Context: an optimization exercise on an open-source flow, tuned for small area, a short achievable clock period and few clock cycles. The choices shown serve that exercise and are no tape-out recipe. Function was not checked in any run shown here: the RTL went through the layout flow alone. No activity file was given, so power comes from the tool's default toggle rates.

File: flow/design.v
module sbtp_crc8_step (
    input  wire [7:0] crc_in,
    input  wire [7:0] data,
    output wire [7:0] crc_out
);
    wire [7:0] s0 = crc_in ^ data;
    wire [7:0] s1 = s0[7] ? ({s0[6:0], 1'b0} ^ 8'hD5) : {s0[6:0], 1'b0};
    wire [7:0] s2 = s1[7] ? ({s1[6:0], 1'b0} ^ 8'hD5) : {s1[6:0], 1'b0};
    wire [7:0] s3 = s2[7] ? ({s2[6:0], 1'b0} ^ 8'hD5) : {s2[6:0], 1'b0};
    wire [7:0] s4 = s3[7] ? ({s3[6:0], 1'b0} ^ 8'hD5) : {s3[6:0], 1'b0};
    wire [7:0] s5 = s4[7] ? ({s4[6:0], 1'b0} ^ 8'hD5) : {s4[6:0], 1'b0};
    wire [7:0] s6 = s5[7] ? ({s5[6:0], 1'b0} ^ 8'hD5) : {s5[6:0], 1'b0};
    wire [7:0] s7 = s6[7] ? ({s6[6:0], 1'b0} ^ 8'hD5) : {s6[6:0], 1'b0};
    wire [7:0] s8 = s7[7] ? ({s7[6:0], 1'b0} ^ 8'hD5) : {s7[6:0], 1'b0};
    assign crc_out = s8;
endmodule
module sbtp_tx (
    input  wire       clk,
    input  wire       rst,
    input  wire [7:0] wph,           
    input  wire       in_valid,
    output reg        in_ready,
    input  wire [7:0] in_data,
    input  wire       in_last,
    input  wire       in_empty,
    output reg        out_valid,
    input  wire       out_ready,
    input  wire       out_err,
    output reg  [7:0] out_data,
    output reg        done,
    output reg  [1:0] status
);
    localparam [1:0] ST_OK = 2'd0, ST_OVF = 2'd1, ST_TERR = 2'd2;
    localparam QB = 3;               
    localparam FB = 3;               
    reg       hv, sv;
    reg [7:0] hd, sd;
    reg       hl, sl, he, se;
    reg       hc, sc;                
    wire      in_fire = in_valid && in_ready;
    wire      in_ctrl = (in_data == 8'h55) || (in_data == 8'hAA) || (in_data == 8'h5A);
    wire      pop;                   
    always @(posedge clk) begin
        if (rst) begin
            hv <= 1'b0;
            sv <= 1'b0;
            in_ready <= 1'b1;
        end else begin
            if (!hv || pop) begin
                if (sv) begin
                    hd <= sd; hl <= sl; he <= se; hc <= sc; hv <= 1'b1;
                    if (in_fire) begin
                        sd <= in_data; sl <= in_last; se <= in_empty; sc <= in_ctrl;
                    end else begin
                        sv <= 1'b0;
                    end
                end else if (in_fire) begin
                    hd <= in_data; hl <= in_last; he <= in_empty; hc <= in_ctrl; hv <= 1'b1;
                end else begin
                    hv <= 1'b0;
                end
                in_ready <= 1'b1;
                if (sv && in_fire) in_ready <= 1'b0;
            end else if (in_fire) begin
                sd <= in_data; sl <= in_last; se <= in_empty; sc <= in_ctrl; sv <= 1'b1;
                in_ready <= 1'b0;
            end
        end
    end
    localparam PB = 4;               
    reg  [8:0] wr9;                  
    reg  [8:0] rd9;                  
    reg  [8:0] cur_start9;           
    reg  [7:0] wdist;                
    wire       wen;
    reg  [4:0] tap;
    wire [7:0] tap_data;
    sbtp_ring #(.PB(PB)) u_ring (.clk(clk), .we(wen), .wdata(hd), .wport(wdist[7:PB]),
                                 .tap(tap), .rdata(tap_data));
    wire [8:0] arc     = wr9 - rd9;
    reg        afree;
    reg        palign;               
    wire       can_adv = palign && afree;
    reg  [7:0] q_len   [0:(1<<QB)-1];    
    reg        q_ovf   [0:(1<<QB)-1];
    reg  [QB:0] q_wp, q_sp;          
    wire [QB:0] q_used  = q_wp - q_sp;
    reg         q_space;
    wire        s_avail = (q_sp != q_wp);
    reg  [7:0] elen;
    reg        in_frame;
    reg        drain;
    reg        e254, e255;           
    wire       h_ovf    = e255 || (e254 && hc);    
    wire [7:0] elen_inc = elen + (hc ? 8'd2 : 8'd1);
    reg        w_we, w_pop, w_push, w_pov, w_rew;
    reg  [7:0] w_plen;
    always @(*) begin
        w_we = 1'b0; w_pop = 1'b0; w_push = 1'b0; w_pov = 1'b0; w_rew = 1'b0;
        w_plen = elen_inc;
        if (hv) begin
            if (drain) begin
                w_pop = 1'b1;
                w_push = hl; w_pov = 1'b1;
            end else if (he) begin
                if (q_space) begin
                    w_pop = 1'b1; w_push = 1'b1;
                    w_plen = 8'd0;
                end
            end else if (h_ovf) begin
                w_pop = 1'b1; w_rew = 1'b1;
                w_push = hl; w_pov = 1'b1;
            end else if (can_adv && (in_frame || q_space)) begin
                w_we = 1'b1; w_pop = 1'b1;
                w_push = hl;
            end
        end
    end
    wire [7:0] wdist_next = w_rew ? (wph + 8'd1 - cur_start9[7:0]) :
                            w_we  ? wdist : (wdist + 8'd1);
    assign pop = w_pop;
    assign wen = w_we;
    always @(posedge clk) begin
        if (rst) begin
            wr9 <= 9'd0;
            wdist <= 8'd0;
            palign <= 1'b1;
            cur_start9 <= 9'd0;
            elen <= 8'd0;
            e254 <= 1'b0;
            e255 <= 1'b0;
            afree <= 1'b1;
            q_space <= 1'b1;
            in_frame <= 1'b0;
            drain <= 1'b0;
            q_wp <= 0;
        end else begin
            afree <= (arc < 9'd255);
            q_space <= (q_used < (1 << QB) - 1);
            if (w_rew) wr9 <= cur_start9;
            else if (w_we) wr9 <= wr9 + 9'd1;
            wdist <= wdist_next;
            palign <= (wdist_next[PB-1:0] == 0);
            if (hv) begin
                if (drain) begin
                    if (hl) drain <= 1'b0;
                end else if (he) begin
                end else if (h_ovf) begin
                    in_frame <= 1'b0; elen <= 8'd0;
                    e254 <= 1'b0; e255 <= 1'b0;
                    drain <= !hl;
                end else if (w_we) begin
                    if (!in_frame) cur_start9 <= wr9;
                    in_frame <= !hl;
                    elen <= hl ? 8'd0 : elen_inc;
                    e254 <= !hl && (elen_inc == 8'd254);
                    e255 <= !hl && (elen_inc == 8'd255);
                end
            end
            if (w_push) begin
                q_len[q_wp[QB-1:0]]   <= w_plen;
                q_ovf[q_wp[QB-1:0]]   <= w_pov;
                q_wp <= q_wp + 1'b1;
            end
        end
    end
    reg  [7:0] rstage;               
    reg  [FB:0] f_cnt;
    reg        t_v;                  
    reg  [7:0] t_d;
    wire [8:0] lim9    = in_frame ? cur_start9 : wr9;
    wire       f_space = (f_cnt < (1 << FB));
    wire       t_move  = t_v && f_space;
    wire       at_tap  = (rstage[2:0] == 3'd0);
    wire       r_take  = at_tap && (!t_v || f_space) && (rd9 != lim9);
    always @(*) tap = rstage[7:3];
    always @(posedge clk) begin
        if (rst) begin
            rd9 <= 9'd0;
            rstage <= 8'd255;
            t_v <= 1'b0;
        end else begin
            if (r_take) rd9 <= rd9 + 9'd1;
            else rstage <= rstage + 8'd1;
            if (r_take) t_v <= 1'b1;
            else if (t_move) t_v <= 1'b0;
        end
    end
    always @(posedge clk) begin
        if (r_take) t_d <= tap_data;
    end
    reg  [8:0] f_mem [0:(1<<FB)-1];
    reg  [FB-1:0] f_wp, f_rp;
    wire       f_pop;
    wire       t_ctrl = (t_d == 8'h55) || (t_d == 8'hAA) || (t_d == 8'h5A);
    always @(posedge clk) begin
        if (t_move) f_mem[f_wp] <= {t_ctrl, t_d};
    end
    always @(posedge clk) begin
        if (rst) begin
            f_wp <= 0; f_rp <= 0; f_cnt <= 0;
        end else begin
            if (t_move) f_wp <= f_wp + 1'b1;
            if (f_pop) f_rp <= f_rp + 1'b1;
            case ({t_move, f_pop})
                2'b10:   f_cnt <= f_cnt + 1'b1;
                2'b01:   f_cnt <= f_cnt - 1'b1;
                default: ;
            endcase
        end
    end
    wire       f_ne   = (f_cnt != 0);
    wire [7:0] f_head = f_mem[f_rp][7:0];
    wire       f_ctrl = f_mem[f_rp][8];
    localparam [2:0] S_IDLE = 3'd0, S_LEN = 3'd1, S_DATA = 3'd2,
                     S_CRC = 3'd3, S_AA = 3'd4, S_FLUSH = 3'd5;
    reg  [2:0] sst;
    reg  [7:0] srem;
    reg        s1;                   
    reg        dpend;                
    reg        sesc;                 
    reg  [7:0] scrc;                 
    wire [7:0] scrc_next;
    sbtp_crc8_step u_crc (.crc_in(scrc), .data(f_head), .crc_out(scrc_next));
    wire [QB-1:0] spi   = q_sp[QB-1:0];
    wire       out_fire = out_valid && out_ready;
    wire       o_free   = !out_valid || out_fire;
    wire       abort    = out_fire && out_err && !dpend;
    wire       s_byte   = f_ne && ((sst == S_FLUSH) ? (srem != 8'd0) :
                                   (sst == S_DATA) && !abort && o_free);
    reg        s_pop_q;              
    always @(*) begin
        s_pop_q = 1'b0;
        if (sst == S_FLUSH) begin
            s_pop_q = (srem == 8'd0);
        end else if (!abort && o_free) begin
            case (sst)
                S_IDLE: s_pop_q = s_avail && q_ovf[spi] && !dpend;
                S_AA:   s_pop_q = 1'b1;
                default: ;
            endcase
        end
    end
    assign f_pop = s_byte && (sesc || !f_ctrl);
    always @(posedge clk) begin
        if (rst) begin
            out_valid <= 1'b0;
            out_data <= 8'h00;
            sst <= S_IDLE;
            srem <= 8'd0;
            s1 <= 1'b0;
            dpend <= 1'b0;
            sesc <= 1'b0;
            scrc <= 8'hFF;
            done <= 1'b0;
            status <= ST_OK;
            q_sp <= 0;
        end else begin
            done <= 1'b0;
            if (s_pop_q) q_sp <= q_sp + 1'b1;
            if (out_fire && dpend) begin
                done <= 1'b1;
                status <= out_err ? ST_TERR : ST_OK;
                dpend <= 1'b0;
            end
            if (s_byte && !sesc) scrc <= scrc_next;
            if (s_byte) begin
                srem <= srem - 8'd1;
                s1 <= (srem == 8'd2);
                sesc <= f_ctrl && !sesc;
            end
            if (sst == S_FLUSH) begin
                if (srem == 8'd0) begin
                    done <= 1'b1;
                    status <= ST_TERR;
                    sst <= S_IDLE;
                end
            end else if (abort) begin
                out_valid <= 1'b0;
                sst <= S_FLUSH;
                if (sst == S_LEN) begin
                    srem <= q_len[spi];
                    s1 <= (q_len[spi] == 8'd1);
                end else if (sst != S_DATA) begin
                    srem <= 8'd0;
                end
            end else if (o_free) begin
                out_valid <= 1'b0;
                case (sst)
                    S_IDLE: begin
                        if (s_avail && !q_ovf[spi]) begin
                            out_valid <= 1'b1;
                            out_data <= 8'h55;
                            sst <= S_LEN;
                        end else if (s_avail && !dpend) begin
                            done <= 1'b1;
                            status <= ST_OVF;
                        end
                    end
                    S_LEN: begin
                        out_valid <= 1'b1;
                        out_data <= q_len[spi];
                        srem <= q_len[spi];
                        s1 <= (q_len[spi] == 8'd1);
                        scrc <= 8'hFF;
                        sst <= (q_len[spi] == 8'd0) ? S_CRC : S_DATA;
                    end
                    S_DATA: begin
                        if (f_ne) begin
                            out_valid <= 1'b1;
                            out_data <= sesc ? (f_head ^ 8'h42) : (f_ctrl ? 8'h5A : f_head);
                            if (s1) sst <= S_CRC;
                        end
                    end
                    S_CRC: begin
                        out_valid <= 1'b1;
                        out_data <= ~scrc;
                        sst <= S_AA;
                    end
                    S_AA: begin
                        out_valid <= 1'b1;
                        out_data <= 8'hAA;
                        dpend <= 1'b1;
                        sst <= S_IDLE;
                    end
                    default: sst <= S_IDLE;
                endcase
            end
        end
    end
endmodule
module sbtp_rx (
    input  wire       clk,
    input  wire       rst,
    input  wire [7:0] wph,           
    input  wire       in_valid,
    output reg        in_ready,
    input  wire [7:0] in_data,
    input  wire       in_err,
    output reg        res_valid,
    output reg  [1:0] res_status,
    output reg  [7:0] res_len,
    output reg        out_valid,
    input  wire       out_ready,
    output reg  [7:0] out_data,
    output reg        out_last
);
    localparam [1:0] ST_OK = 2'd0, ST_FMT = 2'd1, ST_CRC = 2'd2, ST_TERR = 2'd3;
    localparam QB = 2;               
    localparam [2:0] R_HUNT = 3'd0,
                     R_LEN  = 3'd1,
                     R_DATA = 3'd2,
                     R_ESC  = 3'd3,
                     R_CRC  = 3'd4,
                     R_END  = 3'd5;
    reg       hv, sv;
    reg [7:0] hd, sd;
    reg       he, se;
    reg [2:0] hf, sf;                
    wire      in_fire = in_valid && in_ready;
    wire [2:0] in_f   = {in_data == 8'hAA, in_data == 8'h5A, in_data == 8'h55};
    wire      pop;
    always @(posedge clk) begin
        if (rst) begin
            hv <= 1'b0;
            sv <= 1'b0;
            in_ready <= 1'b1;
        end else begin
            if (!hv || pop) begin
                if (sv) begin
                    hd <= sd; he <= se; hf <= sf; hv <= 1'b1;
                    if (in_fire) begin
                        sd <= in_data; se <= in_err; sf <= in_f;
                    end else begin
                        sv <= 1'b0;
                    end
                end else if (in_fire) begin
                    hd <= in_data; he <= in_err; hf <= in_f; hv <= 1'b1;
                end else begin
                    hv <= 1'b0;
                end
                in_ready <= !(sv && in_fire);
            end else if (in_fire) begin
                sd <= in_data; se <= in_err; sf <= in_f; sv <= 1'b1;
                in_ready <= 1'b0;
            end
        end
    end
    reg  [8:0] wr9;
    reg  [8:0] rd9;
    reg  [8:0] cur_start9;
    localparam PB = 5;               
    reg  [7:0] wdist;                
    wire       wen;
    localparam TB = 4;               
    reg  [7-TB:0] tap;
    wire [7:0] tap_data;
    sbtp_ring #(.PB(PB), .TB(TB)) u_ring (.clk(clk), .we(wen), .wdata(hd), .wport(wdist[7:PB]),
                                 .tap(tap), .rdata(tap_data));
    wire [8:0] arc     = wr9 - rd9;
    reg        afree;
    reg        palign;               
    wire       can_adv = palign && afree;
    reg  [8:0] q_start [0:(1<<QB)-1];
    reg  [7:0] q_len   [0:(1<<QB)-1];
    reg  [QB:0] q_wp, q_rp;
    wire [QB:0] q_used  = q_wp - q_rp;
    wire        q_space = !q_used[QB];
    wire        r_avail = (q_rp != q_wp);
    reg  [2:0] pst;
    reg  [7:0] rcnt;
    reg  [7:0] flen;
    reg  [7:0] plen;
    reg  [7:0] crc;
    reg        r1;                   
    reg        cmatch;               
    reg        pnz;                  
    reg        counted;              
    wire       h_esc    = hf[1];
    wire [7:0] app_byte = (pst == R_ESC) ? (hd ^ 8'h42) : hd;
    wire [7:0] crc_next;
    sbtp_crc8_step u_crc (.crc_in(crc), .data(app_byte), .crc_out(crc_next));
    wire       p_take = hv && (he || (counted ? can_adv : ((pst != R_END) || q_space)));
    wire       p_wr   = hv && !he && counted && can_adv;
    assign pop = p_take;
    assign wen = p_wr;
    wire       q_push = p_take && !he && (pst == R_END) && hf[2] && cmatch && pnz;
    wire       w_adv  = counted ? p_wr : can_adv;
    wire [8:0] wr9_next = wr9 + (w_adv ? 9'd1 : 9'd0);
    always @(posedge clk) begin
        if (rst) begin
            pst <= R_HUNT;
            wr9 <= 9'd0;
            wdist <= 8'd0;
            palign <= 1'b1;
            counted <= 1'b0;
            cur_start9 <= 9'd0;
            rcnt <= 8'd0;
            flen <= 8'd0;
            plen <= 8'd0;
            crc <= 8'hFF;
            r1 <= 1'b0;
            cmatch <= 1'b0;
            pnz <= 1'b0;
            afree <= 1'b1;
            res_valid <= 1'b0;
            res_status <= ST_OK;
            res_len <= 8'd0;
            q_wp <= 0;
        end else begin
            wr9 <= wr9_next;
            afree <= (arc < 9'd255);
            if (!w_adv) wdist <= wdist + 8'd1;
            palign <= w_adv ? palign : (wdist[PB-1:0] == {PB{1'b1}});
            if (p_take) begin
                if (he) counted <= 1'b0;
                else if (pst == R_LEN) counted <= (hd != 8'd0);
                else if (counted) counted <= !r1;
                else counted <= 1'b0;
            end
            if (pst == R_HUNT || pst == R_LEN)
                cur_start9 <= wr9_next;
            res_valid <= 1'b0;
            if (p_take && he) begin
                res_valid  <= 1'b1;
                res_status <= ST_TERR;
                res_len    <= 8'd0;
                pst        <= R_HUNT;
            end else if (p_take) begin
                case (pst)
                    R_HUNT: begin
                        if (hf[0]) pst <= R_LEN;
                    end
                    R_LEN: begin
                        rcnt <= hd;
                        r1   <= (hd == 8'd1);
                        flen <= hd;
                        plen <= 8'd0;
                        pnz  <= 1'b0;
                        crc  <= 8'hFF;
                        pst  <= (hd == 8'd0) ? R_CRC : R_DATA;
                    end
                    R_DATA: begin
                        rcnt <= rcnt - 8'd1;
                        r1   <= (rcnt == 8'd2);
                        if (h_esc) begin
                            if (r1) begin
                                res_valid  <= 1'b1;
                                res_status <= ST_FMT;
                                res_len    <= 8'd0;
                                pst        <= R_HUNT;
                            end else begin
                                pst <= R_ESC;
                            end
                        end else begin
                            plen <= plen + 8'd1;
                            pnz  <= 1'b1;
                            crc  <= crc_next;
                            pst  <= r1 ? R_CRC : R_DATA;
                        end
                    end
                    R_ESC: begin
                        rcnt <= rcnt - 8'd1;
                        r1   <= (rcnt == 8'd2);
                        plen <= plen + 8'd1;
                        pnz  <= 1'b1;
                        crc  <= crc_next;
                        pst  <= r1 ? R_CRC : R_DATA;
                    end
                    R_CRC: begin
                        cmatch <= ((~crc) == hd);
                        pst  <= R_END;
                    end
                    R_END: begin
                        res_valid <= 1'b1;
                        res_len   <= 8'd0;
                        pst       <= R_HUNT;
                        if (!hf[2]) begin
                            res_status <= ST_FMT;
                        end else if (!cmatch) begin
                            res_status <= ST_CRC;
                        end else begin
                            res_status <= ST_OK;
                            res_len    <= plen;
                        end
                    end
                    default: pst <= R_HUNT;
                endcase
            end
            if (q_push) begin
                q_start[q_wp[QB-1:0]] <= cur_start9;
                q_len[q_wp[QB-1:0]]   <= flen;
                q_wp <= q_wp + 1'b1;
            end
        end
    end
    reg        ractive;
    reg  [7:0] rstage;
    reg  [7:0] rrem;
    reg        rr1;                  
    reg        u_v, u_l, u_5a, uesc;
    reg  [7:0] u_d;
    wire       o_free  = !out_valid || out_ready;
    wire       u_pref  = !uesc && u_5a;
    wire       u_move  = u_v && (u_pref || o_free);
    wire       at_tap  = (rstage[TB-1:0] == 0);
    wire       r_take  = ractive && at_tap && (!u_v || u_move);
    wire       r_fin   = r_take && rr1;
    wire       r_load  = r_avail && (!ractive || r_fin);
    wire [QB-1:0] rpi  = q_rp[QB-1:0];
    always @(*) tap = rstage[7:TB];
    always @(posedge clk) begin
        if (rst) begin
            ractive <= 1'b0;
            rd9 <= 9'd0;
            rstage <= 8'd0;
            rrem <= 8'd0;
            rr1 <= 1'b0;
            q_rp <= 0;
            u_v <= 1'b0;
            uesc <= 1'b0;
        end else begin
            if (u_move) uesc <= u_pref;
            if (r_take) begin
                u_v <= 1'b1;
                u_d <= tap_data;
                u_5a <= (tap_data == 8'h5A);
                u_l <= rr1;
            end else if (u_move) begin
                u_v <= 1'b0;
            end
            if (r_load) begin
                q_rp <= q_rp + 1'b1;
                ractive <= 1'b1;
                rd9 <= q_start[rpi];
                rstage <= wph - q_start[rpi][7:0];
                rrem <= q_len[rpi];
                rr1 <= (q_len[rpi] == 8'd1);
            end else if (r_take) begin
                rd9 <= rd9 + 9'd1;
                rrem <= rrem - 8'd1;
                rr1 <= (rrem == 8'd2);
                if (r_fin) ractive <= 1'b0;
            end else if (ractive) begin
                rstage <= rstage + 8'd1;
            end else begin
                rd9 <= cur_start9;
            end
        end
    end
    always @(posedge clk) begin
        if (rst) begin
            out_valid <= 1'b0;
        end else if (o_free) begin
            out_valid <= u_v && !u_pref;
            out_data  <= uesc ? (u_d ^ 8'h42) : u_d;
            out_last  <= u_l;
        end
    end
endmodule
module sbtp_framer (
    input  wire       clk,
    input  wire       rst,
    input  wire       tx_in_valid,
    output wire       tx_in_ready,
    input  wire [7:0] tx_in_data,
    input  wire       tx_in_last,
    input  wire       tx_in_empty,
    output wire       tx_out_valid,
    input  wire       tx_out_ready,
    input  wire       tx_out_err,
    output wire [7:0] tx_out_data,
    output wire       tx_done,
    output wire [1:0] tx_status,
    input  wire       rx_in_valid,
    output wire       rx_in_ready,
    input  wire [7:0] rx_in_data,
    input  wire       rx_in_err,
    output wire       rx_res_valid,
    output wire [1:0] rx_res_status,
    output wire [7:0] rx_res_len,
    output wire       rx_out_valid,
    input  wire       rx_out_ready,
    output wire [7:0] rx_out_data,
    output wire       rx_out_last
);
    reg  [7:0] wph;
    always @(posedge clk) begin
        if (rst) wph <= 8'd0;
        else     wph <= wph + 8'd1;
    end
    sbtp_tx u_tx (
        .clk       (clk),
        .rst       (rst),
        .wph       (wph),
        .in_valid  (tx_in_valid),
        .in_ready  (tx_in_ready),
        .in_data   (tx_in_data),
        .in_last   (tx_in_last),
        .in_empty  (tx_in_empty),
        .out_valid (tx_out_valid),
        .out_ready (tx_out_ready),
        .out_err   (tx_out_err),
        .out_data  (tx_out_data),
        .done      (tx_done),
        .status    (tx_status)
    );
    sbtp_rx u_rx (
        .clk        (clk),
        .rst        (rst),
        .wph        (wph),
        .in_valid   (rx_in_valid),
        .in_ready   (rx_in_ready),
        .in_data    (rx_in_data),
        .in_err     (rx_in_err),
        .res_valid  (rx_res_valid),
        .res_status (rx_res_status),
        .res_len    (rx_res_len),
        .out_valid  (rx_out_valid),
        .out_ready  (rx_out_ready),
        .out_data   (rx_out_data),
        .out_last   (rx_out_last)
    );
endmodule
module sbtp_ring #(
    parameter PB = 4,
    parameter TB = 3
) (
    input  wire        clk,
    input  wire        we,
    input  wire [7:0]  wdata,
    input  wire [7-PB:0] wport,   
    input  wire [7-TB:0] tap,     
    output wire [7:0]  rdata
);
    reg  [2047:0] r;
    wire [2047:0] prev = {r[2039:0], r[2047:2040]};
    genvar s;
    generate
        for (s = 0; s < 256; s = s + 1) begin : g_stage
            if ((s % (1 << PB)) == 0) begin : g_port
                always @(posedge clk)
                    r[s*8 +: 8] <= (we && (wport == (s >> PB))) ? wdata : prev[s*8 +: 8];
            end else begin : g_shift
                always @(posedge clk)
                    r[s*8 +: 8] <= prev[s*8 +: 8];
            end
        end
    endgenerate
    assign rdata = r[{tap, {TB{1'b0}}, 3'd0} +: 8];
endmodule
File: flow/config.mk
export PLATFORM = sky130hd
export DESIGN_NAME = sbtp_framer
export DESIGN_NICKNAME = sbtp_framer
export VERILOG_FILES = /design/flow/design.v
export SDC_FILE = /design/flow/constraint.sdc
export NUM_CORES = 4
export LEC_CHECK = 0
export CAP_MARGIN = 20
export CORE_MARGIN = 2
export CORE_UTILIZATION = 40
export CTS_CLUSTER_DIAMETER = 80
export CTS_CLUSTER_SIZE = 30
export PLACE_DENSITY = 0.6
export SETUP_SLACK_MARGIN = 5.0
export SLEW_MARGIN = 20
File: flow/run.sh
#!/bin/bash
# synth_recipe.tcl (not shown) runs the flow's synth.tcl, then flattens the netlist and writes it again
# the make line also repeats each setting of config.mk as NAME=value (left out here)
make -C /OpenROAD-flow-scripts/flow DESIGN_CONFIG=/design/flow/config.mk WORK_HOME=/design/flow/orfs CLKGATE_MAP_FILE= SYNTH_SCRIPT=/design/flow/synth_recipe.tcl finish
File: flow/constraint.sdc
create_clock -name core_clock -period 8.0 [get_ports {clk}]
set_input_delay 1.6000 -clock core_clock [delete_from_list [all_inputs] [get_ports {clk}]]
set_output_delay 1.6000 -clock core_clock [all_outputs]
set_load 0.01 [all_outputs]
==> qor.csv, run 1 <==
metric,value,unit
outcome,no timing/DRC/antenna violations,
num-fill-cells,24300,
hp-class,flop to flop,
multi_input_area,15800,um2
crit_chain,buf_6,
holdPathStages,0,
worst_pin_slew,1.16,ns
p_sw,7820,uW
groute.usage.overall,12.2,%
viasPerCell,4.32,
ys.flop_type,dfxtp_1,
cap_violations,0,
cpLargestDelayFamily,flip-flops,
antenna_found_initial,6,
seqPwrFrac,65.1,%
ys_seq_elements,4628,
switching_share,21.4,%
drtIter0Drc,3034,
fmax,321,MHz
area_delta_synth_final,10.0,%
synthCells,6654,
syn_nets,6756,
fp.dieH,533,um
cts_tree,yes,
p_int,28700,uW
r2r-start,u_tx.rstage[4]$_SDFFE_PP1N_,
hpwl,106,mm
place_ws,3.68,ns
setup_tns,0,ns
startpoint_type,flop,
p_leak,0.0466,uW
synth_cell_types,79,
clkTransAtPathRegs,0.11,ns
root_buffer,clkbuf_16,
setup_slack,4.89,ns
regArea,95600,um2
r2r-end,u_tx.t_d[2]$_DFFE_PP_,
grt_pass1_vias,45700,
netlist_area,112000,um2
drc,0,
worst_ep_required_time,6.40,ns
finalMaxSlewViolations,0,
skew,0.0655,ns
cts_buffers,189,
vdd_drop_max,0.158,mV
pin_count,61,
path_max_fanout,1,
hold_viol_final,0,
slowest_delay,0.50,ns
rsz0062_at_grt,yes,
fin_nets,6931,
h-tree-depth,4,
ys_seq_area_share,85.5,%
wl,175,mm
pwr-share-clk,30.5,%
ys_warn_count,5,
worstSkewPairLatency,0.90,ns
die_w,533,um
worstHoldEndpoint,u_rx.u_ring.r[1230]$_DFF_P_,
via_count,45900,
min_from,u_rx.u_ring.r[1222]$_DFF_P_,
r2r_setup_slack,5.03,ns
comb_power_share,4.4,%
die-area,284000,um2
gp_congestion,0.782,
cts_buffer_depth,4,
drt-wirelength-per-cell,16.5,um
critPathKind,flop to output port,
async_reset_ff_share,0,%
drtPass1Iterations,6,
finalCritPeriodShare,38.9,%
overflow,0,
setup_violations,0,
grt_max_degree,72,
crit_path_top_delay_cell,edfxtp_1,
core,279000,um2
drive_above_1_share,12.1,%
min_period,3.11,ns
initial_core_util,40.1,%
grt_pass1_wl,271,mm
arrival,1.51,ns
synth-edff-count,285,
worst-path-stages,1,
port_buffers,60,
rows,194,
r2r_cells,4,
avgSynthCellArea,16.8,um2
slew_headroom,22.5,%
critPathCaptureType,output port,
postRouteAntennaNets,0,
cts.sinks,4628,
power_per_cell_area,297,nW/um2
crit_buf_inv,1,
-- power groups by stage --
stage | registers (uW) | clock network [uW] | logic [uW]
5_1_grt | 23800 | 12300 | 1770
4_1_cts | 23800 | 11600 | 1590
2_1_floorplan | 24100 | 0 | 1180
3_3_place_gp | 24300 | 0 | 1510
6_report | 23800 | 11100 | 1600
3_5_place_dp | 24300 | 0 | 1530
-- kinds of logic after synthesis --
group                      Yosys count  synth area share, %
AOI/OAI and AO/OA                  382                 2.10
xor gates and xnor gates           166                 1.37
adders and majority gates           77                0.907
buffers and inverters              229                0.791
DFF                               4628                 85.5
muxes                              444                 6.24
and+or+nand+nor                    728                 3.12
-- how the worst max path moves through the flow --
stage	start	endpoint	slack, ns
2_1_floorplan	tx_out_err	u_tx.f_cnt[3]$_SDFFE_PP0P_	4.66
3_3_place_gp	rx_out_ready	u_rx.rd9[5]$_SDFFE_PP0P_	3.73
3_5_place_dp	rx_out_ready	u_rx.rd9[4]$_SDFFE_PP0P_	3.68
4_1_cts	u_rx.res_len[6]$_SDFFE_PP0P_	rx_res_len[6]	4.74
5_1_grt	u_rx.out_last$_DFFE_PP_	rx_out_last	4.81
6_report	u_rx.out_data[6]$_DFFE_PP_	rx_out_data[6]	4.89
-- cells in the mapped netlist (all sizes together), types with 25 or more instances --
cell	n	share of area (%)
mux2	229	2.3
mux4	177	3.6
nand3	71	0.32
nor2b	34	0.19
inv	81	0.27
o21ai	100	0.45
xnor2	101	0.84
xor2	64	0.51
nand2	177	0.59
a21oi	118	0.53
mux2i	38	0.36
and3	25	0.14
dfxtp	4343	78
nand2b	34	0.19
edfxtp	285	7.7
nor3	44	0.20
ha	69	0.77
nor2	240	0.81
clkbuf	124	0.42
-- per-stage QoR --
stage	hold WS (ns)	instance area (um2)	total power, uW	util, %	instances
3_5_place_dp	0.312	117000	25800	42.0	10300
4_1_cts	0.275	123000	36900	44.0	10600
3_3_place_gp	0.309	117000	25800	42.0	10300
2_1_floorplan	0.310	112000	25300	-	6654
6_report	0.269	123000	36500	44.1	10600
5_1_grt	0.288	123000	37900	44.1	10600
-- layout by cell type, fill, tap and decap left out, drive strengths merged, types with 64 or more instances in the layout --
cell type	count
mux4	177
dfxtp	4343
nand3	71
clkbuf	215
nand2	177
a21oi	118
ha	69
mux2	229
xnor2	101
buf	107
inv	99
nor2	240
o21ai	100
edfxtp	285
xor2	64
-- cell type report --
class,instances,share of cell area (%)
sequential,4628,77.8
multi-input combinational,1797,12.8
clock buffer,214,3.98
tap,3724,3.79
timing repair buffer,132,1.03
clock inverter,28,0.356
inverter,81,0.247
antenna,1,0.00204
-- state kept, by name, indices dropped and copies added, names as in the netlist, 32 cells and up, named ones only --
register       cells
u_rx.u_ring.r   2048
u_tx.u_ring.r   2048
u_tx.f_mem        72
u_tx.q_len        64
u_rx.q_start      36
u_rx.q_len        32
-- what timing repair did --
item | in CTS | in global routing
cloned | 0 | 0
endpoints found under the hold margin | 0 | 0
gates resized for setup | 253 | 49
pin swaps | 3 | 5
setup endpoints to repair | 370 | 256
hold buffers | 0 | 0
setup buffers | 16 | 11
-- routing by layer --
metal | global-route usage [%] | vias to the layer above | share of wire, %
met1 | 18.1 | 22700 | 51
li1 | - | 22300 | -
met2 | 18.2 | 592 | 42
met5 | 0 | - | 0
met3 | 1.93 | 268 | 3.4
met4 | 3.90 | 0 | 3.1
==> inputs of run 2 (changes only) <==
--- a/flow/config.mk
+++ b/flow/config.mk
@@ -9,7 +9,7 @@
 export CORE_MARGIN = 2
 export CORE_UTILIZATION = 40
 export CTS_CLUSTER_DIAMETER = 80
-export CTS_CLUSTER_SIZE = 30
+export CTS_CLUSTER_SIZE = 34
 export PLACE_DENSITY = 0.6
 export SETUP_SLACK_MARGIN = 5.0
 export SLEW_MARGIN = 20
==> run 2 against run 1 <==
Against the previous run:
- setup slack worse by 0.00068 ns
- global-route usage down 0.059 points
- total power shrank 0.63%
- largest power group unchanged
- still clean on timing, DRC and antenna
- final cell count decreased by 0.10%
- sequential cell count stayed put
- sequential power about the same
- critical path type unchanged
==> qor.csv, run 2 <==
metric,value,unit
outcome,no timing/DRC/antenna violations,
cts_buffer_depth,4,
gp_congestion,0.782,
cpLargestDelayFamily,flip-flops,
cts_buffers,172,
crit_buf_inv,1,
die_w,533,um
num-fill-cells,24300,
antenna_found_initial,6,
critPathCaptureType,output port,
multi_input_area,15800,um2
h-tree-depth,4,
worst_pin_slew,1.17,ns
min_period,3.11,ns
drtPass1Iterations,7,
slowest_delay,0.52,ns
top_regs,"u_rx.u_ring.r (2048), u_tx.u_ring.r (2048), u_tx.f_mem (72)",
synth_cell_types,79,
r2r-end,u_tx.u_ring.r[385]$_DFF_P_,
worstHoldEndpoint,u_rx.u_ring.r[1049]$_DFF_P_,
via_count,45600,
ys_seq_area_share,85.5,%
setup_tns,0,ns
hpwl,106,mm
cap_violations,0,
hp-class,flop to flop,
syn_nets,6756,
grt_pass1_wl,269,mm
finalCritPeriodShare,38.9,%
vdd_drop_max,0.169,mV
overflow,0,
fp.dieH,533,um
groute.usage.overall,12.1,%
mostFrequentLayoutCells,"dfxtp_1, edfxtp_1, nor2_1, mux2_2, mux4_2",
worstSkewPairLatency,0.88,ns
synth_area_leader_cell,dfxtp_1,
drive_above_1_share,12.0,%
die-area,284000,um2
path_max_fanout,1,
area_delta_synth_final,9.82,%
crit_chain,buf_6,
hold_viol_final,0,
power_per_cell_area,296,nW/um2
arrival,1.51,ns
async_reset_ff_share,0,%
grt_pass1_vias,45300,
wl,174,mm
crit_path_top_delay_cell,edfxtp_1,
skew,0.0634,ns
holdPathStages,0,
clkTransAtPathRegs,0.12,ns
cts_tree,yes,
netlist_area,112000,um2
finalPower,36300,uW
r2r-start,u_tx.hc$_DFFE_PP_,
synth-edff-count,285,
slew_headroom,21.1,%
drtIter0Drc,3073,
avgSynthCellArea,16.8,um2
cts.sinks,4628,
fin_util,44.0,%
root_buffer,clkbuf_16,
drc,0,
initial_core_util,40.1,%
crit_path_start,u_rx.out_data[6]$_DFFE_PP_,
ys_top_cells_by_count,"dfxtp_1, edfxtp_1, nor2_1",
yosysMostFrequentCell,dfxtp_1,
synthCells,6654,
rows,194,
final_common_cell,dfxtp_1,
viasPerCell,4.31,
rsz0062_at_grt,yes,
postRouteAntennaNets,0,
startpoint_type,flop,
r2r_cells,7,
grt_max_degree,72,
synth_top_cells_by_area,"dfxtp_1, edfxtp_1, mux4_2",
regArea,95600,um2
core,279000,um2
finalMaxSlewViolations,0,
drt-wirelength-per-cell,16.5,um
fin_nets,6918,
ys.flop_type,dfxtp_1,
p_leak,0.0465,uW
min_from,u_rx.u_ring.r[1041]$_DFF_P_,
ys_seq_elements,4628,
worst_ep_required_time,6.40,ns
port_buffers,60,
ys_warn_count,5,
fmax,321,MHz
r2r_setup_slack,5.09,ns
synth_top_cell_area_share,77.8,%
setup_violations,0,
pin_count,61,
critPathKind,flop to output port,
[run 2: cell counts after synthesis]
Identical to the previous run, type by type.
[run 2: per-layer routing]
layer  GRT usage [%]  vias up  part of all wire [%]
li1                -    22200                     -
met4            3.71        0                   3.0
met3            1.89      261                   3.6
met1            18.1    22500                    51
met2            18.0      629                    42
met5               0        -                     0
[run 2: worst max path at each step]
stage                                  to  slack [ns]  cells past startpoint
2_1_floorplan  u_tx.f_cnt[3]$_SDFFE_PP0P_        4.66                     12
3_3_place_gp     u_rx.rd9[5]$_SDFFE_PP0P_        3.73                      9
3_5_place_dp     u_rx.rd9[4]$_SDFFE_PP0P_        3.68                      9
4_1_cts                     rx_res_len[6]        4.73                      1
5_1_grt                       rx_out_last        4.82                      1
6_report                   rx_out_data[6]        4.89                      1
[run 2: per-stage QoR]
stage | setup slack [ns] | instances | instance area, um2 | hold WS, ns
finish | 4.89 | 10600 | 123000 | 0.298
global route | 4.82 | 10600 | 123000 | 0.292
CTS | 4.73 | 10600 | 122000 | 0.298
detailed placement | 3.68 | 10300 | 117000 | 0.312
global placement | 3.73 | 10300 | 117000 | 0.309
floorplan | 4.66 | 6654 | 112000 | 0.310
[run 2: kinds of logic (layout without fill, tap and decap cells)]
| group | Yosys count | after routing | synth area share, % |
|---|---|---|---|
| DFF | 4628 | 4628 | 85.5 |
| and+or+nand+nor | 728 | 728 | 3.12 |
| muxes | 444 | 444 | 6.24 |
| AOI/OAI and AO/OA | 382 | 382 | 2.10 |
| buffers and inverters | 229 | 444 | 0.791 |
| xor gates and xnor gates | 166 | 166 | 1.37 |
| adders and majority gates | 77 | 77 | 0.907 |
| other | 0 | 1 | 0 |
[run 2: layout make-up]
class / count / share of cell area, %
timing repair buffer: 136 / 1.07
tap: 3724 / 3.80
inverter: 81 / 0.248
clock buffer: 195 / 3.65
multi-input combinational: 1797 / 12.8
sequential: 4628 / 77.9
clock inverter: 32 / 0.508
antenna: 1 / 0.00204
[run 2: where the power goes]
part	internal [uW]	switching [uW]	leakage, uW
Sequential	23500	293	0.0377
Combinational	720	893	0.00634
Clock	4320	6580	0.00247
[run 2: timing repair]
item,in CTS,in global routing
cloned,0,0
gates resized for setup,257,52
pin swaps,3,4
hold buffers,0,0
endpoints found under the setup margin,366,248
setup buffers,16,15
==> inputs of run 3 (changes only) <==
--- a/flow/design.v
+++ b/flow/design.v
@@ -591,6 +591,8 @@
     always @(posedge clk) begin
         if (rst) begin
             out_valid <= 1'b0;
+            out_data  <= 8'h00;
+            out_last  <= 1'b0;
         end else if (o_free) begin
             out_valid <= u_v && !u_pref;
             out_data  <= uesc ? (u_d ^ 8'h42) : u_d;
--- a/flow/config.mk
+++ b/flow/config.mk
@@ -9,7 +9,7 @@
 export CORE_MARGIN = 2
 export CORE_UTILIZATION = 40
 export CTS_CLUSTER_DIAMETER = 80
-export CTS_CLUSTER_SIZE = 34
+export CTS_CLUSTER_SIZE = 30
 export PLACE_DENSITY = 0.6
 export SETUP_SLACK_MARGIN = 5.0
 export SLEW_MARGIN = 20
==> run 3 against run 2 <==
Against the previous run:
- core utilization increased by 0.21 points
- largest cell class unchanged
- sequential cell count unchanged
- register-to-register slack got worse by 0.02 ns
- sequential power about the same
- combinational power increased by 5%
- clock skew increased by 0.026 ns
- critical path type is now primary input to flop
- via count increased by 0.24%
==> qor.csv, run 3 <==
metric,value,unit
groute.usage.overall,12.3,%
die_w,532,um
grt_pass1_vias,45600,
drt-wirelength-per-cell,16.7,um
gp_congestion,0.794,
synth_top_cells_by_area,"dfxtp_1, edfxtp_1, mux4_2",
grt_max_degree,95,
power_per_cell_area,298,nW/um2
core,279000,um2
fin_nets,6971,
final_common_cell,dfxtp_1,
grt_pass1_wl,274,mm
top_regs,"u_rx.u_ring.r (2048), u_tx.u_ring.r (2048), u_tx.f_mem (72)",
switching_share,21.6,%
pin_count,61,
drtIter0Drc,2964,
place_inst,10400,
port_buffers,60,
setup_violations,0,
p_leak,0.0466,uW
drtPass1Iterations,5,
min_period,3.08,ns
via_count,45700,
num-fill-cells,24200,
ys_seq_area_share,85.4,%
multi_input_area,16000,um2
final-instance-count-excl-fill,10600,
fp.dieH,532,um
synth_simple_gate_area_share,3.18,%
drc,0,
outcome,no timing/DRC/antenna violations,
yosysMostFrequentCell,dfxtp_1,
critPathCaptureType,flop,
synthAdderAreaFrac,0.907,%
hp-class,flop to flop,
synth_xor_area_share,1.41,%
cts_tree,yes,
vdd_drop_max,0.173,mV
skew,0.0891,ns
ys_seq_elements,4628,
clkTransAtPathRegs,0.10,ns
slew_headroom,26.1,%
ys_warn_count,5,
async_reset_ff_share,0,%
placed_area,117000,um2
synth_cell_types,81,
ys.flop_type,dfxtp_1,
arrival,3.59,ns
worstSkewPairLatency,0.91,ns
ys_top_cells_by_count,"dfxtp_1, edfxtp_1, mux2_2",
seqPwrFrac,64.7,%
cap_violations,0,
regArea,95500,um2
finalMaxSlewViolations,0,
synth-compound-area-share,2.22,%
initial_core_util,40.1,%
stdcell_area,123000,um2
synth_top_cell_area_share,78.0,%
avgSynthCellArea,16.7,um2
mostFrequentLayoutCells,"dfxtp_1, edfxtp_1, mux2_2, nor2_1, nand2_1",
drive_above_1_share,12.7,%
pwr-share-clk,30.7,%
startpoint_type,primary input,
muxShareOfSynthArea,6.08,%
finalCritPeriodShare,38.6,%
area_delta_synth_final,10.4,%
fmax,324,MHz
antenna_found_initial,3,
worst_pin_slew,1.10,ns
path_max_fanout,94,
synthCells,6697,
root_buffer,clkbuf_16,
p_int,28800,uW
overflow,0,
viasPerCell,4.30,
critPathKind,primary input to flop,
hold_viol_final,0,
h-tree-depth,4,
synth-edff-count,276,
cts_buffer_depth,4,
setup_tns,0,ns
rsz0062_at_grt,yes,
synth_top_family_by_area,multiplexers,
netlist_area,112000,um2
worst_ep_required_time,8.51,ns
syn_nets,6799,
synth_area_leader_cell,dfxtp_1,
rows,194,
comb_power_share,4.6,%
wl,178,mm
hpwl,108,mm
finalPower,36700,uW
cts_buffers,191,
hold_buffers,0,
p_sw,7930,uW
cts.sinks,4628,
die-area,284000,um2
postRouteAntennaNets,0,
## run 3: final cells by class
| type | count | area share, % |
|---|---|---|
| multi-input combinational | 1839 | 13.0 |
| inverter | 77 | 0.238 |
| sequential | 4628 | 77.5 |
| timing repair buffer | 132 | 1.10 |
| tap | 3724 | 3.78 |
| clock buffer | 213 | 4.03 |
| clock inverter | 31 | 0.398 |
| antenna | 3 | 0.00609 |
## run 3: layer usage
metal / vias up / part of all wire [%] / global-route usage, %
met4: 0 / 2.3 / 3.15
met3: 265 / 3.2 / 1.79
met2: 623 / 44 / 19.1
met1: 22400 / 50 / 18.0
met5: - / 0 / 0
li1: 22400 / - / -
## run 3: per-stage QoR
step | setup slack (ns) | util [%] | hold slack (ns)
detailed placement | 3.27 | 42.0 | 0.312
global placement | 3.30 | 42.0 | 0.310
floorplan | 4.53 | - | 0.310
CTS | 4.91 | 44.1 | 0.256
global route | 4.85 | 44.2 | 0.269
finish | 4.92 | 44.2 | 0.269
## run 3: timing repair
action	4_1_cts	5_1_grt
pin swaps	4	5
setup endpoints to repair	434	307
gates resized for setup	305	38
setup buffers	27	11
## run 3: worst paths after layout
kind | startpoint | to | slack, ns | cells past startpoint
max reg2reg | u_tx.hv$_SDFFE_PP0P_ | u_tx.q_len[6][4]$_DFFE_PP_ | 5.07 | 6
min reg2reg | u_rx.u_ring.r[305]$_DFF_P_ | u_rx.u_ring.r[313]$_DFF_P_ | 0.27 | 0
max | rst | u_tx.q_len[2][3]$_DFFE_PP_ | 4.92 | 4
min | u_rx.u_ring.r[305]$_DFF_P_ | u_rx.u_ring.r[313]$_DFF_P_ | 0.27 | 0
## run 3: cell families (layout without fill, tap and decap cells)
family / Yosys count / in the layout
AND/OR/NAND/NOR: 748 / 748
XOR/XNOR: 171 / 171
flip-flops: 4628 / 4628
other: 0 / 3
multiplexers: 430 / 430
buffers and inverters: 230 / 453
adder cells (fa/ha/maj): 77 / 77
AO/OA/AOI/OAI: 413 / 413
## run 3: power by group through the flow
stage	Combinational, uW	Clock, uW	Sequential, uW
after floorplan	1250	0	24100
after global placement	1500	0	24300
after detailed placement	1520	0	24300
after CTS	1650	11600	23800
after global routing	1850	12400	23800
final	1690	11300	23800
## run 3: critical path, cell delays in order
cell	delay [ns]
clkbuf_8	0.36
buf_4	0.50
or3_1	0.58
nor2_2	0.46
==> inputs of run 4 (changes only) <==
--- a/flow/config.mk
+++ b/flow/config.mk
@@ -7,9 +7,9 @@
 export LEC_CHECK = 0
 export CAP_MARGIN = 20
 export CORE_MARGIN = 2
-export CORE_UTILIZATION = 40
+export CORE_UTILIZATION = 45
 export CTS_CLUSTER_DIAMETER = 80
-export CTS_CLUSTER_SIZE = 30
-export PLACE_DENSITY = 0.6
+export CTS_CLUSTER_SIZE = 32
+export PLACE_DENSITY = 0.65
 export SETUP_SLACK_MARGIN = 5.0
 export SLEW_MARGIN = 20
==> run 4 against run 3 <==
Against the previous run:
- global-route usage grew 1.3 points
- count of clock-buffer cells in the layout shrank 19
- synthesized cell count is the same
- setup slack gained 0.087 ns
- sequential cell count is the same
- largest power group unchanged
- total power shrank 1.5%
- register-to-register slack lost 0.07 ns
- die area shrank 11%
- area after synthesis is the same
- highest routed layer unchanged
- final area shrank 0.78%
- worst hold slack gained 0.035 ns
==> qor.csv, run 4 <==
metric,value,unit
synth_top_cell_area_share,78.0,%
r2r-start,u_tx.hv$_SDFFE_PP0P_,
hold_viol_final,0,
cts_buffers,172,
die-area,252000,um2
critPathCaptureType,flop,
netlist_area,112000,um2
ys_top_cells_by_count,"dfxtp_1, edfxtp_1, mux2_2",
pin_count,61,
avgSynthCellArea,16.7,um2
synthCells,6697,
cts_tree,yes,
mostFrequentLayoutCells,"dfxtp_1, edfxtp_1, mux2_2, nor2_1, nand2_1",
synth_top_cells_by_area,"dfxtp_1, edfxtp_1, mux4_2",
final-instance-count-excl-fill,10200,
fp.dieH,502,um
wl,172,mm
initial_core_util,45.3,%
die_w,502,um
synth_cell_types,81,
rsz0062_at_grt,yes,
grt_pass1_wl,265,mm
skew,0.0397,ns
rows,182,
synth-edff-count,276,
hp-class,flop to flop,
power_per_cell_area,296,nW/um2
hold_slack,0.303,ns
place_ws,3.45,ns
port_buffers,60,
drc,0,
core,246000,um2
area_delta_synth_final,9.50,%
groute.usage.overall,13.6,%
slowest_delay,0.52,ns
clkTransAtPathRegs,0.11,ns
ys_seq_area_share,85.4,%
arrival,3.75,ns
r2r_setup_slack,5.00,ns
antenna_found_initial,7,
comb_power_share,4.6,%
overflow,0,
cts.sinks,4628,
hpwl,106,mm
postRouteAntennaNets,0,
gp_congestion,0.810,
top_regs,"u_rx.u_ring.r (2048), u_tx.u_ring.r (2048), u_tx.f_mem (72)",
placed_area,116000,um2
setup_violations,0,
hold_buffers,0,
worstHoldEndpoint,u_rx.u_ring.r[1321]$_DFF_P_,
ys_warn_count,5,
place_inst,9943,
startpoint_type,flop,
yosysMostFrequentCell,dfxtp_1,
h-tree-depth,4,
p_leak,0.0464,uW
drive_above_1_share,12.6,%
outcome,no timing/DRC/antenna violations,
ys.flop_type,dfxtp_1,
grt_util_met2,20.6,%
min_period,3.00,ns
r2r-end,u_tx.u_ring.r[1028]$_DFF_P_,
grt.busiest_layer,met2,
p_sw,7760,uW
worst_pin_slew,1.17,ns
setup_slack,5.00,ns
path_max_fanout,11,
finalMaxSlewViolations,0,
drt-wirelength-per-cell,16.9,um
root_buffer,clkbuf_16,
via_count,45900,
pwr-share-clk,29.8,%
viasPerCell,4.49,
stdcell_area,122000,um2
num-fill-cells,20300,
grt_max_degree,62,
critPathKind,flop to flop,
min_from,u_rx.u_ring.r[1313]$_DFF_P_,
vdd_drop_max,0.179,mV
use_met3,1.98,%
crit_chain,"nand2b_1, nor4_4, and2_2, nand2_1, nor2_1, nand2_2, mux2_2",
cts_buffer_depth,3,
ys_seq_elements,4628,
fmax,334,MHz
slew_headroom,21.8,%
gr-usage-met1,20.1,%
drtIter0Drc,2921,
crit_path_top_delay_cell,dfxtp_1,
async_reset_ff_share,0,%
holdPathStages,0,
finalCritPeriodShare,37.5,%
seqPwrFrac,65.6,%
cap_violations,0,
worstSkewPairLatency,0.86,ns
switching_share,21.5,%
r2r_cells,7,
grt_pass1_vias,45400,
setup_tns,0,ns
p_int,28400,uW
final_common_cell,dfxtp_1,
fin_nets,6953,
synth_area_leader_cell,dfxtp_1,
worst_ep_required_time,8.76,ns
syn_nets,6799,
drtPass1Iterations,5,
-- run 4: cell types whose count changed in the layout (fill, tap and decap cells not counted), sizes merged --
cell         delta
diode           +1
clkinvlp        +1
bufinv          +2
clkinv          +5
buf             +3
dlygate4sd2     +1
clkbuf         -22
inv             -3
-- run 4: layout make-up --
cell class	instances	area, um2	share of cell area (%)
diodes	4	10.0	0.00818
inverters	77	289	0.236
clock buffers	194	4470	3.66
clock inverters	36	593	0.485
well taps	3312	4140	3.39
multi-input cells	1839	16000	13.1
repair buffers	133	1260	1.03
flip-flops and latches	4628	95500	78.1
-- run 4: cells by family after synthesis --
group	count (synthesis)	share of synthesized area [%]
AOI/OAI and AO/OA	413	2.22
xor gates and xnor gates	171	1.41
adders and majority gates	77	0.907
buffers and inverters	230	0.797
DFF	4628	85.4
muxes	430	6.08
and+or+nand+nor	748	3.18
-- run 4: how the worst max path moves through the flow --
stage                               startpoint                           to  slack [ns]  cells after the start
after floorplan                     tx_out_err   u_tx.f_cnt[3]$_SDFFE_PP0P_        4.53                     11
after global placement            rx_out_ready  u_rx.rstage[2]$_SDFFE_PP0P_        3.44                      9
after detailed placement          rx_out_ready  u_rx.rstage[2]$_SDFFE_PP0P_        3.45                      9
after CTS                 u_tx.hv$_SDFFE_PP0P_   u_tx.q_len[0][1]$_DFFE_PP_        4.80                      6
after global routing      u_tx.hv$_SDFFE_PP0P_  u_tx.u_ring.r[1031]$_DFF_P_        4.89                      7
final                     u_tx.hv$_SDFFE_PP0P_  u_tx.u_ring.r[1028]$_DFF_P_        5.00                      7
-- run 4: per-layer routing --
layer / up-vias / share of wire [%]
li1: 22400 / -
met5: - / 0
met4: 0 / 2.5
met2: 661 / 43
met3: 260 / 3.2
met1: 22500 / 51
-- run 4: repair_timing --
item | in CTS | in global routing
buffers inserted | 28 | 18
endpoints found under the setup margin | 404 | 340
resized for setup | 282 | 48
pin swaps | 8 | 6
-- run 4: power groups by stage --
stage          logic [uW]  registers [uW]  clock network (uW)
2_1_floorplan        1250           24100                   0
3_3_place_gp         1530           24300                   0
3_5_place_dp         1560           24300                   0
4_1_cts              1620           23700               11100
5_1_grt              1810           23800               11900
6_report             1650           23700               10800
-- run 4: metrics by stage --
step / util, % / total power [uW]
after floorplan: - / 25300
after global placement: 47.2 / 25800
after detailed placement: 47.3 / 25800
after CTS: 49.5 / 36500
after global routing: 49.6 / 37500
final: 49.6 / 36200
-- run 4: critical path, delay by kind of cell (launching register included) --
family / cells / cell delay, ns
flip-flops: 1 / 0.52
multiplexers: 1 / 0.40
AND/OR/NAND/NOR: 6 / 1.95
==> inputs of run 5 (changes only) <==
--- a/flow/design.v
+++ b/flow/design.v
@@ -40,32 +40,32 @@
     wire      in_fire = in_valid && in_ready;
     wire      in_ctrl = (in_data == 8'h55) || (in_data == 8'hAA) || (in_data == 8'h5A);
     wire      pop;                   
+    wire      h_load = !hv || pop;       
     always @(posedge clk) begin
         if (rst) begin
             hv <= 1'b0;
             sv <= 1'b0;
             in_ready <= 1'b1;
-        end else begin
-            if (!hv || pop) begin
-                if (sv) begin
-                    hd <= sd; hl <= sl; he <= se; hc <= sc; hv <= 1'b1;
-                    if (in_fire) begin
-                        sd <= in_data; sl <= in_last; se <= in_empty; sc <= in_ctrl;
-                    end else begin
-                        sv <= 1'b0;
-                    end
-                end else if (in_fire) begin
-                    hd <= in_data; hl <= in_last; he <= in_empty; hc <= in_ctrl; hv <= 1'b1;
-                end else begin
-                    hv <= 1'b0;
-                end
-                in_ready <= 1'b1;
-                if (sv && in_fire) in_ready <= 1'b0;
-            end else if (in_fire) begin
-                sd <= in_data; sl <= in_last; se <= in_empty; sc <= in_ctrl; sv <= 1'b1;
-                in_ready <= 1'b0;
+        end else if (h_load) begin
+            hv <= sv || in_fire;
+            sv <= sv && in_fire;
+            in_ready <= !(sv && in_fire);
+        end else if (in_fire) begin
+            sv <= 1'b1;
+            in_ready <= 1'b0;
+        end
+    end
+    always @(posedge clk) begin
+        if (h_load) begin
+            if (sv) begin
+                hd <= sd; hl <= sl; he <= se; hc <= sc;
+            end else begin
+                hd <= in_data; hl <= in_last; he <= in_empty; hc <= in_ctrl;
             end
         end
+        if (in_fire && (sv || !h_load)) begin
+            sd <= in_data; sl <= in_last; se <= in_empty; sc <= in_ctrl;
+        end
     end
     localparam PB = 4;               
     reg  [8:0] wr9;                  
@@ -125,7 +125,6 @@
             wr9 <= 9'd0;
             wdist <= 8'd0;
             palign <= 1'b1;
-            cur_start9 <= 9'd0;
             elen <= 8'd0;
             e254 <= 1'b0;
             e255 <= 1'b0;
@@ -157,11 +156,13 @@
                     e255 <= !hl && (elen_inc == 8'd255);
                 end
             end
-            if (w_push) begin
-                q_len[q_wp[QB-1:0]]   <= w_plen;
-                q_ovf[q_wp[QB-1:0]]   <= w_pov;
-                q_wp <= q_wp + 1'b1;
-            end
+            if (w_push) q_wp <= q_wp + 1'b1;
+        end
+    end
+    always @(posedge clk) begin
+        if (w_push) begin
+            q_len[q_wp[QB-1:0]] <= w_plen;
+            q_ovf[q_wp[QB-1:0]] <= w_pov;
         end
     end
     reg  [7:0] rstage;               
@@ -247,11 +248,8 @@
             out_valid <= 1'b0;
             out_data <= 8'h00;
             sst <= S_IDLE;
-            srem <= 8'd0;
-            s1 <= 1'b0;
             dpend <= 1'b0;
             sesc <= 1'b0;
-            scrc <= 8'hFF;
             done <= 1'b0;
             status <= ST_OK;
             q_sp <= 0;
@@ -360,31 +358,32 @@
     wire      in_fire = in_valid && in_ready;
     wire [2:0] in_f   = {in_data == 8'hAA, in_data == 8'h5A, in_data == 8'h55};
     wire      pop;
+    wire      h_load = !hv || pop;
     always @(posedge clk) begin
         if (rst) begin
             hv <= 1'b0;
             sv <= 1'b0;
             in_ready <= 1'b1;
-        end else begin
-            if (!hv || pop) begin
-                if (sv) begin
-                    hd <= sd; he <= se; hf <= sf; hv <= 1'b1;
-                    if (in_fire) begin
-                        sd <= in_data; se <= in_err; sf <= in_f;
-                    end else begin
-                        sv <= 1'b0;
-                    end
-                end else if (in_fire) begin
-                    hd <= in_data; he <= in_err; hf <= in_f; hv <= 1'b1;
-                end else begin
-                    hv <= 1'b0;
-                end
-                in_ready <= !(sv && in_fire);
-            end else if (in_fire) begin
-                sd <= in_data; se <= in_err; sf <= in_f; sv <= 1'b1;
-                in_ready <= 1'b0;
+        end else if (h_load) begin
+            hv <= sv || in_fire;
+            sv <= sv && in_fire;
+            in_ready <= !(sv && in_fire);
+        end else if (in_fire) begin
+            sv <= 1'b1;
+            in_ready <= 1'b0;
+        end
+    end
+    always @(posedge clk) begin
+        if (h_load) begin
+            if (sv) begin
+                hd <= sd; he <= se; hf <= sf;
+            end else begin
+                hd <= in_data; he <= in_err; hf <= in_f;
             end
         end
+        if (in_fire && (sv || !h_load)) begin
+            sd <= in_data; se <= in_err; sf <= in_f;
+        end
     end
     reg  [8:0] wr9;
     reg  [8:0] rd9;
@@ -435,13 +434,6 @@
             palign <= 1'b1;
             counted <= 1'b0;
             cur_start9 <= 9'd0;
-            rcnt <= 8'd0;
-            flen <= 8'd0;
-            plen <= 8'd0;
-            crc <= 8'hFF;
-            r1 <= 1'b0;
-            cmatch <= 1'b0;
-            pnz <= 1'b0;
             afree <= 1'b1;
             res_valid <= 1'b0;
             res_status <= ST_OK;
@@ -527,11 +519,13 @@
                     default: pst <= R_HUNT;
                 endcase
             end
-            if (q_push) begin
-                q_start[q_wp[QB-1:0]] <= cur_start9;
-                q_len[q_wp[QB-1:0]]   <= flen;
-                q_wp <= q_wp + 1'b1;
-            end
+            if (q_push) q_wp <= q_wp + 1'b1;
+        end
+    end
+    always @(posedge clk) begin
+        if (q_push) begin
+            q_start[q_wp[QB-1:0]] <= cur_start9;
+            q_len[q_wp[QB-1:0]]   <= flen;
         end
     end
     reg        ractive;
@@ -553,9 +547,6 @@
         if (rst) begin
             ractive <= 1'b0;
             rd9 <= 9'd0;
-            rstage <= 8'd0;
-            rrem <= 8'd0;
-            rr1 <= 1'b0;
             q_rp <= 0;
             u_v <= 1'b0;
             uesc <= 1'b0;
@@ -563,9 +554,6 @@
             if (u_move) uesc <= u_pref;
             if (r_take) begin
                 u_v <= 1'b1;
-                u_d <= tap_data;
-                u_5a <= (tap_data == 8'h5A);
-                u_l <= rr1;
             end else if (u_move) begin
                 u_v <= 1'b0;
             end
@@ -589,6 +577,13 @@
         end
     end
     always @(posedge clk) begin
+        if (r_take) begin
+            u_d <= tap_data;
+            u_5a <= (tap_data == 8'h5A);
+            u_l <= rr1;
+        end
+    end
+    always @(posedge clk) begin
         if (rst) begin
             out_valid <= 1'b0;
             out_data  <= 8'h00;
==> run 5 against run 4 <==
Against the previous run:
- clock skew rose by 0.029 ns
- clock power hardly changed
- total power is 1.7% higher
- routed wire length fell by 1.2%
- still clean on timing, DRC and antenna
- highest routed layer is now met5
- non-clock buffer count shrank 3
- critical path type is now flop to output port
==> qor.csv, run 5 <==
metric,value,unit
grt_pass1_vias,44200,
vdd_drop_max,0.245,mV
finalCritPeriodShare,37.5,%
place_inst,9793,
hold_slack,0.282,ns
worstSkewPairLatency,0.87,ns
hp-class,flop to flop,
setup_violations,0,
worst_pin_slew,1.10,ns
finalMaxSlewViolations,0,
pin_count,61,
critPathCaptureType,output port,
fp.dieH,502,um
top_regs,"u_rx.u_ring.r (2048), u_tx.u_ring.r (2048), u_tx.f_mem (72)",
synthCells,6526,
overflow,0,
groute.usage.overall,13.3,%
rows,182,
ys_warn_count,5,
root_buffer,clkbuf_16,
hold_viol_final,0,
drc,0,
synth-edff-count,354,
skew,0.0690,ns
avgSynthCellArea,17.1,um2
cap_violations,0,
core,246000,um2
synth_top_family_by_area,multiplexers,
synth-compound-area-share,1.70,%
wl,170,mm
syn_nets,6628,
cpLargestDelayFamily,flip-flops,
die_w,502,um
r2r_cells,6,
r2r_setup_slack,5.08,ns
initial_core_util,45.4,%
synth_xor_area_share,1.53,%
die-area,252000,um2
placed_area,116000,um2
p_leak,0.0467,uW
fmax,333,MHz
arrival,1.40,ns
p_int,28700,uW
crit_buf_inv,1,
h-tree-depth,4,
hpwl,103,mm
synth_area_leader_cell,dfxtp_1,
grt_pass1_wl,259,mm
slew_headroom,26.5,%
top_layer,met5,
switching_share,22.0,%
drive_above_1_share,12.8,%
slowest_delay,0.40,ns
port_buffers,60,
holdPathStages,0,
outcome,no timing/DRC/antenna violations,
final_common_cell,dfxtp_1,
r2r-start,u_rx.rstage[4]$_DFFE_PP_,
area_delta_synth_final,9.76,%
viasPerCell,4.45,
cts_buffers,173,
fin_nets,6804,
crit_chain,buf_6,
min_period,3.00,ns
ys_seq_area_share,86.1,%
seqPwrFrac,65.2,%
synth_top_cells_by_area,"dfxtp_1, edfxtp_1, mux4_2",
ys_top_cells_by_count,"dfxtp_1, edfxtp_1, mux2_2",
stdcell_area,123000,um2
critPathKind,flop to output port,
synth_top_cell_area_share,76.6,%
synth_cell_types,76,
postRouteAntennaNets,0,
grt_max_degree,75,
netlist_area,112000,um2
startpoint_type,flop,
synth_simple_gate_area_share,2.89,%
hold_buffers,0,
drtIter0Drc,2746,
worst_ep_required_time,6.40,ns
cts_tree,yes,
ys.flop_type,dfxtp_1,
r2r-end,u_rx.u_5a$_DFFE_PP_,
path_max_fanout,2,
finalPower,36800,uW
yosysMostFrequentCell,dfxtp_1,
wl_met1,86.7,mm
gp_congestion,0.817,
async_reset_ff_share,0,%
ys_seq_elements,4628,
drtPass1Iterations,9,
pwr-share-clk,29.7,%
power_per_cell_area,300,nW/um2
dr_wl_met2,72.8,mm
comb_power_share,5.1,%
min_from,u_tx.u_ring.r[2016]$_DFF_P_,
via_count,44900,
muxShareOfSynthArea,6.13,%
worstHoldEndpoint,u_tx.u_ring.r[2024]$_DFF_P_,
setup_tns,0,ns
wl_met3,6.35,mm
clkTransAtPathRegs,0.12,ns
mostFrequentLayoutCells,"dfxtp_1, edfxtp_1, mux2_2, nor2_1, clkbuf_16",
p_sw,8110,uW
synthAdderAreaFrac,0.898,%
final-instance-count-excl-fill,10100,
cts_buffer_depth,3,
rsz0062_at_grt,yes,
drt-wirelength-per-cell,16.9,um
crit_path_top_delay_cell,dfxtp_4,
antenna_found_initial,12,
cts.sinks,4628,
==> run 5: cell types whose count changed after synthesis, moves of 11 or more <==
| cell | previous run | this run |
|---|---|---|
| o21ai_0 | 100 | 72 |
| nand2_1 | 218 | 189 |
| clkbuf_1 | 132 | 105 |
| edfxtp_1 | 276 | 354 |
| nor2b_1 | 27 | 16 |
| nor2_1 | 227 | 202 |
| dfxtp_1 | 4352 | 4274 |
| xnor2_1 | 107 | 127 |
| a21oi_1 | 161 | 113 |
==> run 5: power by group through the flow <==
stage / sequential (uW) / clock (uW) / combinational, uW
after CTS: 24000 / 11300 / 1860
final: 24000 / 10900 / 1890
after floorplan: 24300 / 0 / 1400
after detailed placement: 24500 / 0 / 1760
after global routing: 24000 / 12000 / 2070
after global placement: 24500 / 0 / 1720
==> run 5: how the worst max path moves through the flow <==
stage | from | endpoint | depth (start not counted)
final | u_rx.out_data[3]$_SDFFE_PP0P_ | rx_out_data[3] | 1
after global routing | u_rx.out_data[3]$_SDFFE_PP0P_ | rx_out_data[3] | 1
after CTS | u_rx.out_data[3]$_SDFFE_PP0P_ | rx_out_data[3] | 1
after detailed placement | tx_out_ready | u_tx.f_cnt[3]$_SDFFE_PP0P_ | 12
after global placement | tx_out_ready | u_tx.f_cnt[3]$_SDFFE_PP0P_ | 12
after floorplan | tx_out_ready | u_tx.f_cnt[3]$_SDFFE_PP0P_ | 12
==> run 5: cell type report <==
cell class	instances	area (um2)
Fill cell	20200	124000
Inverter	83	319
Clock inverter	40	805
Timing Repair Buffer	130	1390
Sequential cell	4628	96300
Timing Repair inverter	1	7.51
Tap cell	3312	4140
Antenna cell	3	7.51
Clock buffer	207	4480
Multi-Input combinational cell	1685	15200
==> run 5: cells by family (layout without fill, tap and decap cells) <==
kind of cell | count (synthesis) | count (layout)
flops | 4628 | 4628
simple gates | 671 | 674
mux | 432 | 432
compound gates | 313 | 313
buf+inv | 216 | 461
xor+xnor | 190 | 190
fa+ha+maj | 76 | 76
other cells | 0 | 3
==> run 5: stage by stage <==
| step | utilization, % | setup WS, ns |
|---|---|---|
| floorplan | - | 4.60 |
| global placement | 47.2 | 3.69 |
| detailed placement | 47.2 | 3.64 |
| CTS | 49.6 | 4.75 |
| global route | 49.8 | 4.92 |
| finish | 49.8 | 5.00 |
==> run 5: what timing repair did <==
| action | 4_1_cts | 5_1_grt |
|---|---|---|
| resized for setup | 324 | 34 |
| pin swaps | 5 | 10 |
| setup endpoints to repair | 396 | 187 |
| cloned | 1 | 4 |
| setup buffers | 17 | 24 |
==> run 5: metal layers <==
layer,up-vias,GRT usage [%]
li1,21900,-
met1,22100,19.8
met2,614,19.8
met3,278,2.34
met4,4,4.06
met5,-,0

[what the ideal ports hide]
In the flow no input, the clock included, has a driving cell. The finished layouts below were timed again as built, in two steps. Step 1 sets driving cells, clkbuf_16 on the clock port and buf_2 on the other inputs (assumed; they add their load-dependent delay and slew). Step 2 adds t to the input delays and takes it off the output delays; t is the mean of the earliest and latest rising clock arrival at the registers after step 1. Input paths then give back, and output paths get back, about the clock's delay inside the block. Three values: ideal ports, drivers, drivers and shift; two values: the first two.
run	t, ns	setup WS [ns]	worst setup path at the end	worst register clock-pin slew, ns
run 1	0.948	4.886 / 4.797 / 4.162	input to register	0.11 / 0.11
run 2	0.934	4.885 / 4.797 / 4.172	input to register	0.12 / 0.12
run 3	0.937	4.915 / 4.912 / 4.028	input to register	0.12 / 0.12
run 4	0.923	5.003 / 4.960 / 4.181	input to register	0.12 / 0.12
run 5	0.923	4.997 / 4.914 / 4.105	input to register	0.12 / 0.12
After both steps every run listed still meets setup and hold. The setup slack of run 5, which loses most, moves by -0.083 ns with the drivers and by -0.892 ns with both steps.
